This is an optimization exercise on Yosys and OpenROAD, whose aim is a short achievable clock period and few clock cycles, not a production implementation.
Function was checked by simulation only, so behaviour that the tests miss may differ from the original.
Power and IR drop assume default switching activity.

<file path="flow/design.v">
module s3lcd_compositor (
    input  wire        clk,
    input  wire        rst,
    input  wire        cmd_valid,
    output wire        cmd_ready,
    input  wire [7:0]  cmd_op,
    input  wire [31:0] cmd_x,
    input  wire [31:0] cmd_y,
    input  wire [31:0] cmd_w,
    input  wire [31:0] cmd_h,
    input  wire [15:0] cmd_color,
    input  wire [7:0]  cmd_alpha,
    input  wire [1:0]  cmd_wrap,       
    input  wire [31:0] cmd_src,        
    output reg         src_en,
    output reg  [31:0] src_addr,
    input  wire [15:0] src_data,
    output reg         rd_en,
    output reg  [11:0] rd_addr,
    input  wire [15:0] rd_data,
    output reg         wr_en,
    output reg  [11:0] wr_addr,
    output reg  [15:0] wr_data,
    output reg  [1:0]  rotation
);
    localparam [7:0] OP_SET_ROTATION = 8'h01;
    localparam [7:0] OP_CLEAR        = 8'h02;
    localparam [7:0] OP_SET_PIXEL    = 8'h10;
    localparam [7:0] OP_HLINE        = 8'h11;
    localparam [7:0] OP_VLINE        = 8'h12;
    localparam [7:0] OP_FILL_RECT    = 8'h13;
    localparam [7:0] OP_BLIT         = 8'h20;
    localparam [3:0] S_IDLE  = 4'd0;
    localparam [3:0] S_SETUP = 4'd1;
    localparam [3:0] S_MODX  = 4'd2;
    localparam [3:0] S_MODY  = 4'd3;
    localparam [3:0] S_MUL   = 4'd4;
    localparam [3:0] S_PIX   = 4'd5;
    localparam [3:0] S_SRC1  = 4'd6;
    localparam [3:0] S_SRC2  = 4'd7;
    localparam [3:0] S_RD1   = 4'd8;
    localparam [3:0] S_RD2   = 4'd9;
    localparam [3:0] S_DONE  = 4'd10;
    reg [3:0] state;
    reg [6:0] fb_w, fb_h;
    always @(*) begin
        case (rotation)
            2'd0:    begin fb_w = 7'd64; fb_h = 7'd48; end
            2'd1:    begin fb_w = 7'd48; fb_h = 7'd64; end
            2'd2:    begin fb_w = 7'd40; fb_h = 7'd30; end
            default: begin fb_w = 7'd7;  fb_h = 7'd5;  end
        endcase
    end
    reg               blit;
    reg signed [31:0] ax, ay, aw, ah;    
    reg [15:0] color;
    reg [7:0]  alpha;
    reg        wrap_x, wrap_y;
    reg [31:0] src;
    assign cmd_ready = (state == S_IDLE);
    wire signed [33:0] sx    = {{2{ax[31]}}, ax};
    wire signed [33:0] sy    = {{2{ay[31]}}, ay};
    wire signed [33:0] endx  = sx + {{2{aw[31]}}, aw};
    wire signed [33:0] endy  = sy + {{2{ah[31]}}, ah};
    wire signed [33:0] wx    = {27'd0, fb_w};
    wire signed [33:0] hy    = {27'd0, fb_h};
    wire signed [33:0] lox   = (sx < 0) ? 34'sd0 : sx;
    wire signed [33:0] loy   = (sy < 0) ? 34'sd0 : sy;
    wire signed [33:0] hix   = (endx < wx) ? endx : wx;
    wire signed [33:0] hiy   = (endy < hy) ? endy : hy;
    wire signed [33:0] spanx = hix - lox;
    wire signed [33:0] spany = hiy - loy;
    wire empty_x = wrap_x ? (aw <= 0) : (spanx <= 0);
    wire empty_y = wrap_y ? (ah <= 0) : (spany <= 0);
    wire [31:0] skip_x = lox[31:0] - ax;
    wire [31:0] skip_y = loy[31:0] - ay;
    reg [31:0] div_mag;
    reg [7:0]  div_rem;
    reg [5:0]  div_cnt;
    reg        div_neg;
    wire [7:0] div_trial = {div_rem[6:0], div_mag[31]};
    wire [6:0] div_mod   = (state == S_MODX) ? fb_w : fb_h;
    wire [7:0] div_next  = (div_trial >= {1'b0, div_mod}) ? div_trial - {1'b0, div_mod} : div_trial;
    wire [6:0] div_res   = (div_neg && div_next != 8'd0) ? div_mod - div_next[6:0] : div_next[6:0];
    wire [31:0] mag_y = ay[31] ? (~ay + 32'd1) : ay;
    reg [31:0] mul_a, mul_b, mul_acc;
    reg [5:0]  col, row, col0;
    reg [31:0] ncols, colcnt, rowcnt;
    reg [31:0] sptr, srow;                
    wire [11:0] pix_addr = row * fb_w + {6'd0, col};
    wire last_col = (colcnt == 32'd1);
    wire last_pix = last_col && (rowcnt == 32'd1);
    wire [5:0] col_inc = (wrap_x && ({1'b0, col} == fb_w - 7'd1)) ? 6'd0 : col + 6'd1;
    wire [5:0] row_inc = (wrap_y && ({1'b0, row} == fb_h - 7'd1)) ? 6'd0 : row + 6'd1;
    wire [31:0] srow_next = srow + {aw[30:0], 1'b0};
    wire [7:0]  inv_a = 8'd255 - alpha;
    wire [12:0] r_fg = color[15:11]  * alpha;
    wire [12:0] r_bg = rd_data[15:11] * inv_a;
    wire [13:0] g_fg = color[10:5]   * alpha;
    wire [13:0] g_bg = rd_data[10:5]  * inv_a;
    wire [12:0] b_fg = color[4:0]    * alpha;
    wire [12:0] b_bg = rd_data[4:0]   * inv_a;
    wire [13:0] r_sum = r_fg + r_bg;
    wire [14:0] g_sum = g_fg + g_bg;
    wire [13:0] b_sum = b_fg + b_bg;
    wire [15:0] blended = {r_sum[12:8], g_sum[13:8], b_sum[12:8]};
    task advance;
        begin
            if (last_col) begin
                col    <= col0;
                colcnt <= ncols;
                row    <= row_inc;
                rowcnt <= rowcnt - 32'd1;
                srow   <= srow_next;
                sptr   <= srow_next;
            end else begin
                col    <= col_inc;
                colcnt <= colcnt - 32'd1;
                sptr   <= sptr + 32'd2;
            end
        end
    endtask
    always @(posedge clk) begin
        if (rst) begin
            state    <= S_IDLE;
            rotation <= 2'd0;
            src_en   <= 1'b0;
            rd_en    <= 1'b0;
            wr_en    <= 1'b0;
        end else begin
            src_en <= 1'b0;
            rd_en  <= 1'b0;
            wr_en  <= 1'b0;
            case (state)
                S_IDLE: begin
                    if (cmd_valid) begin
                        color <= cmd_color;
                        alpha <= cmd_alpha;
                        src   <= cmd_src;
                        blit  <= 1'b0;
                        case (cmd_op)
                            OP_SET_ROTATION: begin
                                rotation <= cmd_x[1:0];
                            end
                            OP_CLEAR: begin
                                ax <= 32'sd0; aw <= {25'd0, fb_w};
                                ay <= 32'sd0; ah <= {25'd0, fb_h};
                                wrap_x <= 1'b0; wrap_y <= 1'b0;
                                alpha  <= 8'd255;
                                state  <= S_SETUP;
                            end
                            OP_SET_PIXEL: begin
                                ax <= cmd_x; aw <= 32'sd1;
                                ay <= cmd_y; ah <= 32'sd1;
                                wrap_x <= cmd_wrap[0]; wrap_y <= cmd_wrap[1];
                                state  <= S_SETUP;
                            end
                            OP_HLINE: begin
                                ax <= cmd_x; aw <= cmd_w;
                                ay <= cmd_y; ah <= 32'sd1;
                                wrap_x <= cmd_wrap[0]; wrap_y <= cmd_wrap[1];
                                state  <= S_SETUP;
                            end
                            OP_VLINE: begin
                                ax <= cmd_x; aw <= 32'sd1;
                                ay <= cmd_y; ah <= cmd_h;
                                wrap_x <= cmd_wrap[0]; wrap_y <= cmd_wrap[1];
                                state  <= S_SETUP;
                            end
                            OP_FILL_RECT: begin
                                ax <= cmd_x; aw <= cmd_w;
                                ay <= cmd_y; ah <= cmd_h;
                                wrap_x <= 1'b0; wrap_y <= 1'b0;
                                state  <= S_SETUP;
                            end
                            OP_BLIT: begin
                                ax <= cmd_x; aw <= cmd_w;
                                ay <= cmd_y; ah <= cmd_h;
                                wrap_x <= 1'b0; wrap_y <= 1'b0;
                                blit   <= 1'b1;
                                state  <= S_SETUP;
                            end
                            default: ;   
                        endcase
                    end
                end
                S_SETUP: begin
                    if (empty_x || empty_y) begin
                        state <= S_DONE;
                    end else begin
                        col0   <= lox[5:0];
                        col    <= lox[5:0];
                        row    <= loy[5:0];
                        ncols  <= wrap_x ? aw : spanx[31:0];
                        colcnt <= wrap_x ? aw : spanx[31:0];
                        rowcnt <= wrap_y ? ah : spany[31:0];
                        div_rem <= 8'd0;
                        div_cnt <= 6'd0;
                        mul_a   <= skip_y;
                        mul_b   <= aw;
                        mul_acc <= skip_x;
                        if (blit) begin
                            state <= S_MUL;
                        end else if (wrap_x) begin
                            div_neg <= ax[31];
                            div_mag <= ax[31] ? (~ax + 32'd1) : ax;
                            state   <= S_MODX;
                        end else if (wrap_y) begin
                            div_neg <= ay[31];
                            div_mag <= mag_y;
                            state   <= S_MODY;
                        end else begin
                            state <= S_PIX;
                        end
                    end
                end
                S_MUL: begin
                    if (mul_a[0]) mul_acc <= mul_acc + mul_b;
                    mul_a   <= mul_a >> 1;
                    mul_b   <= mul_b << 1;
                    div_cnt <= div_cnt + 6'd1;
                    if (div_cnt == 6'd31) begin
                        sptr  <= src + {mul_acc[30:0], 1'b0} + (mul_a[0] ? {mul_b[30:0], 1'b0} : 32'd0);
                        srow  <= src + {mul_acc[30:0], 1'b0} + (mul_a[0] ? {mul_b[30:0], 1'b0} : 32'd0);
                        state <= S_PIX;
                    end
                end
                S_MODX: begin
                    div_rem <= div_next;
                    div_mag <= {div_mag[30:0], 1'b0};
                    div_cnt <= div_cnt + 6'd1;
                    if (div_cnt == 6'd31) begin
                        col0    <= div_res[5:0];
                        col     <= div_res[5:0];
                        div_rem <= 8'd0;
                        div_cnt <= 6'd0;
                        if (wrap_y) begin
                            div_neg <= ay[31];
                            div_mag <= mag_y;
                            state   <= S_MODY;
                        end else begin
                            state <= S_PIX;
                        end
                    end
                end
                S_MODY: begin
                    div_rem <= div_next;
                    div_mag <= {div_mag[30:0], 1'b0};
                    div_cnt <= div_cnt + 6'd1;
                    if (div_cnt == 6'd31) begin
                        row   <= div_res[5:0];
                        state <= S_PIX;
                    end
                end
                S_PIX: begin
                    wr_addr <= pix_addr;
                    if (blit) begin
                        src_en   <= 1'b1;
                        src_addr <= sptr;
                        state    <= S_SRC1;
                    end else if (alpha == 8'd0) begin
                        if (last_pix) state <= S_DONE;
                        else          advance;
                    end else if (alpha == 8'd255) begin
                        wr_en   <= 1'b1;
                        wr_data <= color;
                        if (last_pix) state <= S_DONE;
                        else          advance;
                    end else begin
                        rd_en   <= 1'b1;
                        rd_addr <= pix_addr;
                        state   <= S_RD1;
                    end
                end
                S_SRC1: begin
                    state <= S_SRC2;
                end
                S_SRC2: begin
                    color <= src_data;
                    if (alpha == 8'd0) begin
                        if (last_pix) state <= S_DONE;
                        else begin
                            advance;
                            state <= S_PIX;
                        end
                    end else if (alpha == 8'd255) begin
                        wr_en   <= 1'b1;
                        wr_data <= src_data;
                        if (last_pix) state <= S_DONE;
                        else begin
                            advance;
                            state <= S_PIX;
                        end
                    end else begin
                        rd_en   <= 1'b1;
                        rd_addr <= wr_addr;
                        state   <= S_RD1;
                    end
                end
                S_RD1: begin
                    state <= S_RD2;
                end
                S_RD2: begin
                    wr_en   <= 1'b1;
                    wr_data <= blended;
                    if (last_pix) begin
                        state <= S_DONE;
                    end else begin
                        state <= S_PIX;
                        advance;
                    end
                end
                S_DONE: begin
                    state <= S_IDLE;
                end
                default: state <= S_IDLE;
            endcase
        end
    end
endmodule
</file>
<file path="flow/run.sh">
#!/bin/bash
# synth_recipe.tcl (not shown) runs the flow's synth.tcl, then flattens the netlist and writes it again
# the make line also repeats each setting of config.mk as NAME=value (left out here)
make -C /OpenROAD-flow-scripts/flow DESIGN_CONFIG=/design/flow/config.mk WORK_HOME=/design/flow/orfs CLKGATE_MAP_FILE= SYNTH_SCRIPT=/design/flow/synth_recipe.tcl finish
</file>
<file path="flow/config.mk">
export PLATFORM = sky130hd
export DESIGN_NAME = s3lcd_compositor
export DESIGN_NICKNAME = s3lcd_compositor
export VERILOG_FILES = /design/flow/design.v
export SDC_FILE = /design/flow/constraint.sdc
export NUM_CORES = 4
export LEC_CHECK = 0
export CAP_MARGIN = 20
export CORE_MARGIN = 2
export CORE_UTILIZATION = 40
export PLACE_DENSITY = 0.6
export SLEW_MARGIN = 20
</file>
<file path="flow/constraint.sdc">
create_clock -name core_clock -period 10.0 [get_ports {clk}]
set_input_delay 2.0000 -clock core_clock [delete_from_list [all_inputs] [get_ports {clk}]]
set_output_delay 2.0000 -clock core_clock [all_outputs]
set_load 0.01 [all_outputs]
</file>
==> key figures <==
Run status
  – Status: timing/DRC/antenna clean

Finish
  – Ratio of cells with drive above 1 in the final layout: 5.41%
  – Layout Utilization: 46.1%
  – Layout Nets: 6738
  – Final instance area: 59500 sq um
  – Area Growth Syn to Fin: 14.8%
  – Fill count: 12433

Global route
  – Global-route wire length before repair: between 200000 and 300000 um
  – Largest net degree at the start of global routing: ~150
  – GR Overflow Total: 0
  – Vias in the first global route: 41863
  – Initial antenna violation count: 4
  – GRT Overall Usage: 25.8%

Logic synthesis
  – Avg Cell Area, Syn: approximately 9.2 sq um
  – Asr flop ratio synth: 0%
  – Register area share after synthesis: 33.8%
  – Synth Cell Area: approximately 52000 sq um
  – Synthesized flop and latch total: between 500 and 600
  – Synth Flop Type: edfxtp_1
  – Synth area leader: edfxtp_1
  – Top post-synthesis cells by area: edfxtp_1 33%, ha_1 9.5%, fa_1 9.1%, nand2_1 5.5%, xnor2_1 4.0%
  – Synth Area in Compound Gates: 15.5%
  – XOR/XNOR Fraction of Synth Area: 6.66%
  – Post-synth EDFFs: 577
  – Synth top area share: ~33%
  – Library cells used by synthesis: 87
  – Syn nets: 6514
  – Adder-Cell Fraction of Synth Area: 18.6%
  – Simple-gate share of the synthesized area: 20.0%
  – Largest family of logic cells by synthesized area: simple AND/OR/NAND/NOR gates
  – Synthesis Warnings: 1
  – Post-synthesis mux area share: 1.16%
  – Post-Synthesis Cells: 5656

Job
  – Number of max-cap violations: 0

Pwr
  – Reg power frac: between 30% and 40%
  – Clk pwr share: 35.0%
  – Leak Pwr: 24.3 nW
  – Int Pwr: ~5.4 mW
  – Pwr Density: 133 nW/um^2
  – Peak supply drop: 178 uV
  – Sw Ratio: 32.1%
  – Switching pwr: about 2.5 mW
  – Combinational power share: 30.0%

Timing
  – Fin worst setup slack: 0.453 ns
  – Tmin final: between 9 and 10 ns
  – Post-Route Skew: around 0.044 ns
  – RSZ-0062 raised after global routing: false
  – Final setup fails: 0
  – Tcrit/Tclk final: 95.5%
  – Max-slew violation count: 0
  – Achievable frequency: 0.105 GHz
  – Setup TNS: 0 ns
  – Relative slew margins: 23.1%
  – Slew @ Worst Pin: approximately 1.1 ns
  – Final hold vios: 0

Place
  – HPWL Detailed: 134000 um
  – Placement Setup Slack: approximately 0.25 ns
  – I/O Buffers: 306
  – DP Area: between 50000 and 60000 sq um
  – Routability cong.: between 0.9 and 1

Detailed routing
  – Drt wl/cell: 22.6 um
  – DRC violations left: 0
  – Vias per inst: 5.67
  – Antenna Nets Post-Route: 0
  – Via count: around 44000
  – WL final: 174000 um
  – Drt initial violations: 4386
  – Initial DRT Pass Iterations: 6

Setup path
  – CP max stage delay: 0.48 ns
  – CP endpoint kind: flip-flop
  – WP data arrival: 9.94 ns
  – CP Buf/Inv Count: 5
  – Delay-heaviest family, CP: compound AO/OA/AOI/OAI gates
  – Critical path startpoint category: flip-flop
  – Crit Path Category: flip-flop to flip-flop
  – Crit-path slowest cell: edfxtp_1
  – Max Fanout on Critical Path: 32
  – CP required: 10.39 ns

Clock tree
  – CTS root buffer: clkbuf_16
  – CTS clk-pin slew, worst paths: 0.06 ns
  – CTS buffer count: 74
  – CTS tree: built
  – CTS hold repair buffers: 0
  – Post-CTS setup buffers: 0
  – Worst-Skew Late Latency: between 0.7 and 0.8 ns
  – Longest Clk Path Bufs: 3
  – CTS sink cnt: a little under 600
  – Resized cells post-CTS: 0
  – Level count of the clock H-tree: 3

Floorplan
  – Die area: 132000 sq um
  – Starting Density: about two fifths
  – Row count: 132
  – DIE WIDTH: 364 um
  – I/O pins: 307
  – Placeable Area: between 100000 and 150000 sq um
  – Die height: around 360 um

Worst hold path
  – Worst Hold Class: flip-flop to flip-flop
per-layer routing:
layer | up-vias | share of wire, % | global-route usage, %
li1 | 20449 | - | -
met1 | 21268 | 45 | 36.4
met2 | 1578 | 44 | 40.2
met3 | 264 | 7.3 | 4.35
met4 | 6 | 3.3 | 8.45
met5 | - | 0.024 | 0
layout make-up:
| cell class | count | area (sq um) | area share [%] |
|---|---|---|---|
| Timing Repair Buffer | 411 | 3910 | 6.58 |
| Inverter | 324 | 1220 | 2.05 |
| Clock inverter | 44 | 497 | 0.835 |
| Multi-Input combinational cell | 4483 | 32200 | 54.2 |
| Clock buffer | 88 | 1930 | 3.24 |
| Antenna cell | 1 | 2.50 | 0.00421 |
| Sequential cell | 586 | 17500 | 29.4 |
| Tap cell | 1742 | 2180 | 3.67 |
stage by stage:
stage	hold WS (ns)	instances	power, mW
after floorplan	0.400	5656	4.54
after global placement	0.404	7544	5.17
final	0.422	7679	7.91
after global routing	0.442	7678	8.41
after CTS	0.430	7676	8.00
after detailed placement	0.425	7544	5.22
state kept, by name, indices dropped and copies added, names as in the netlist, 31 cells and up:
signal / count
ah: 32
aw: 32
ax: 32
ay: 32
colcnt: 32
div_mag: 32
mul_a: 32
mul_acc: 31
mul_b: 31
ncols: 32
rowcnt: 32
sptr: 32
src: 32
src_addr: 32
srow: 32
final timing paths:
| check | from | depth (start not counted) | end | slack, ns |
|---|---|---|---|---|
| max reg2reg | ay[0] | 33 | div_mag[26] | 0.45 |
| min reg2reg | sptr[0] | 0 | src_addr[0] | 0.42 |
| max | ay[0] | 33 | div_mag[26] | 0.45 |
| min | sptr[0] | 0 | src_addr[0] | 0.42 |
power by group through the flow:
stage	combinational, mW	clock [mW]	sequential [mW]
3_3_place_gp	2.35	0	2.82
6_report	2.38	2.77	2.77
3_5_place_dp	2.40	0	2.82
2_1_floorplan	1.75	0	2.80
4_1_cts	2.42	2.81	2.77
5_1_grt	2.75	2.89	2.77
cells by family after synthesis:
| kind of cell | count (synthesis) |
|---|---|
| fa+ha+maj | 629 |
| compound gates | 1286 |
| buf+inv | 587 |
| simple gates | 2116 |
| flops | 586 |
| mux | 58 |
| xor+xnor | 394 |
cells in the final DEF, fill, tap and decap left out, types with 19 or more instances in the layout:
cell	synthesis	final
nor4_1	50	49
nor3_1	93	89
nor2_1	356	353
o211ai_1	44	44
o21a_1	60	59
buf_4	0	100
or2_2	36	36
or3_1	49	48
nand2b_1	142	141
o21ai_0	396	395
xor2_1	160	160
clkbuf_16	0	75
mux2i_1	41	41
xnor2_1	234	234
o22ai_1	19	19
a21o_1	106	106
and2_1	236	235
nand3_1	111	111
or4_1	20	19
nor2b_1	99	99
inv_1	323	323
o31ai_1	21	21
nand2_1	765	764
fa_1	235	235
and3_1	58	58
a211oi_1	43	43
nand4_1	53	53
edfxtp_1	577	577
a31oi_1	45	45
o21bai_1	34	34
clkdlybuf4s50_1	0	306
a21oi_1	320	312
ha_1	394	393
synth_stat cells, drive strengths merged (93+ instances only):
library cell and n:
a21o 106, a21oi 320, and2 236, clkbuf 232
edfxtp 577, fa 235, ha 394, inv 323
nand2 765, nand2b 142, nand3 112, nor2 357
nor2b 99, nor3 93, o21ai 400, xnor2 234
xor2 160
Testbench counts, summed over its fixed seeds: cycles 443,926.

port drivers added, routing unchanged:
No port has a modelled driver above. Below, the same layout with a new extraction and two added sets of constraints. Step 1 (the two cells are an assumption about what drives the block):
set clk [get_ports {clk}]
set_driving_cell -lib_cell sky130_fd_sc_hd__clkbuf_16 $clk
set_driving_cell -lib_cell sky130_fd_sc_hd__buf_2 [delete_from_list [all_inputs] $clk]
Step 2, shift: input delay + t, output delay - t, t = (earliest + latest rising clock arrival at the registers) / 2. This alone moves slack from input paths to output paths. Three values: ideal, step 1, step 2; two values: the first two.
shift t [ns]: 0.765
slack for setup (ns): 0.453 / 0.453 / 0.453
hold WS [ns]: 0.422 / 0.422 / 0.422
cell pins on the clock port's net: 1
After both steps this run still meets setup and hold. For this run, drivers alone change the setup slack by 0.000 ns; drivers and shift together by 0.000 ns.
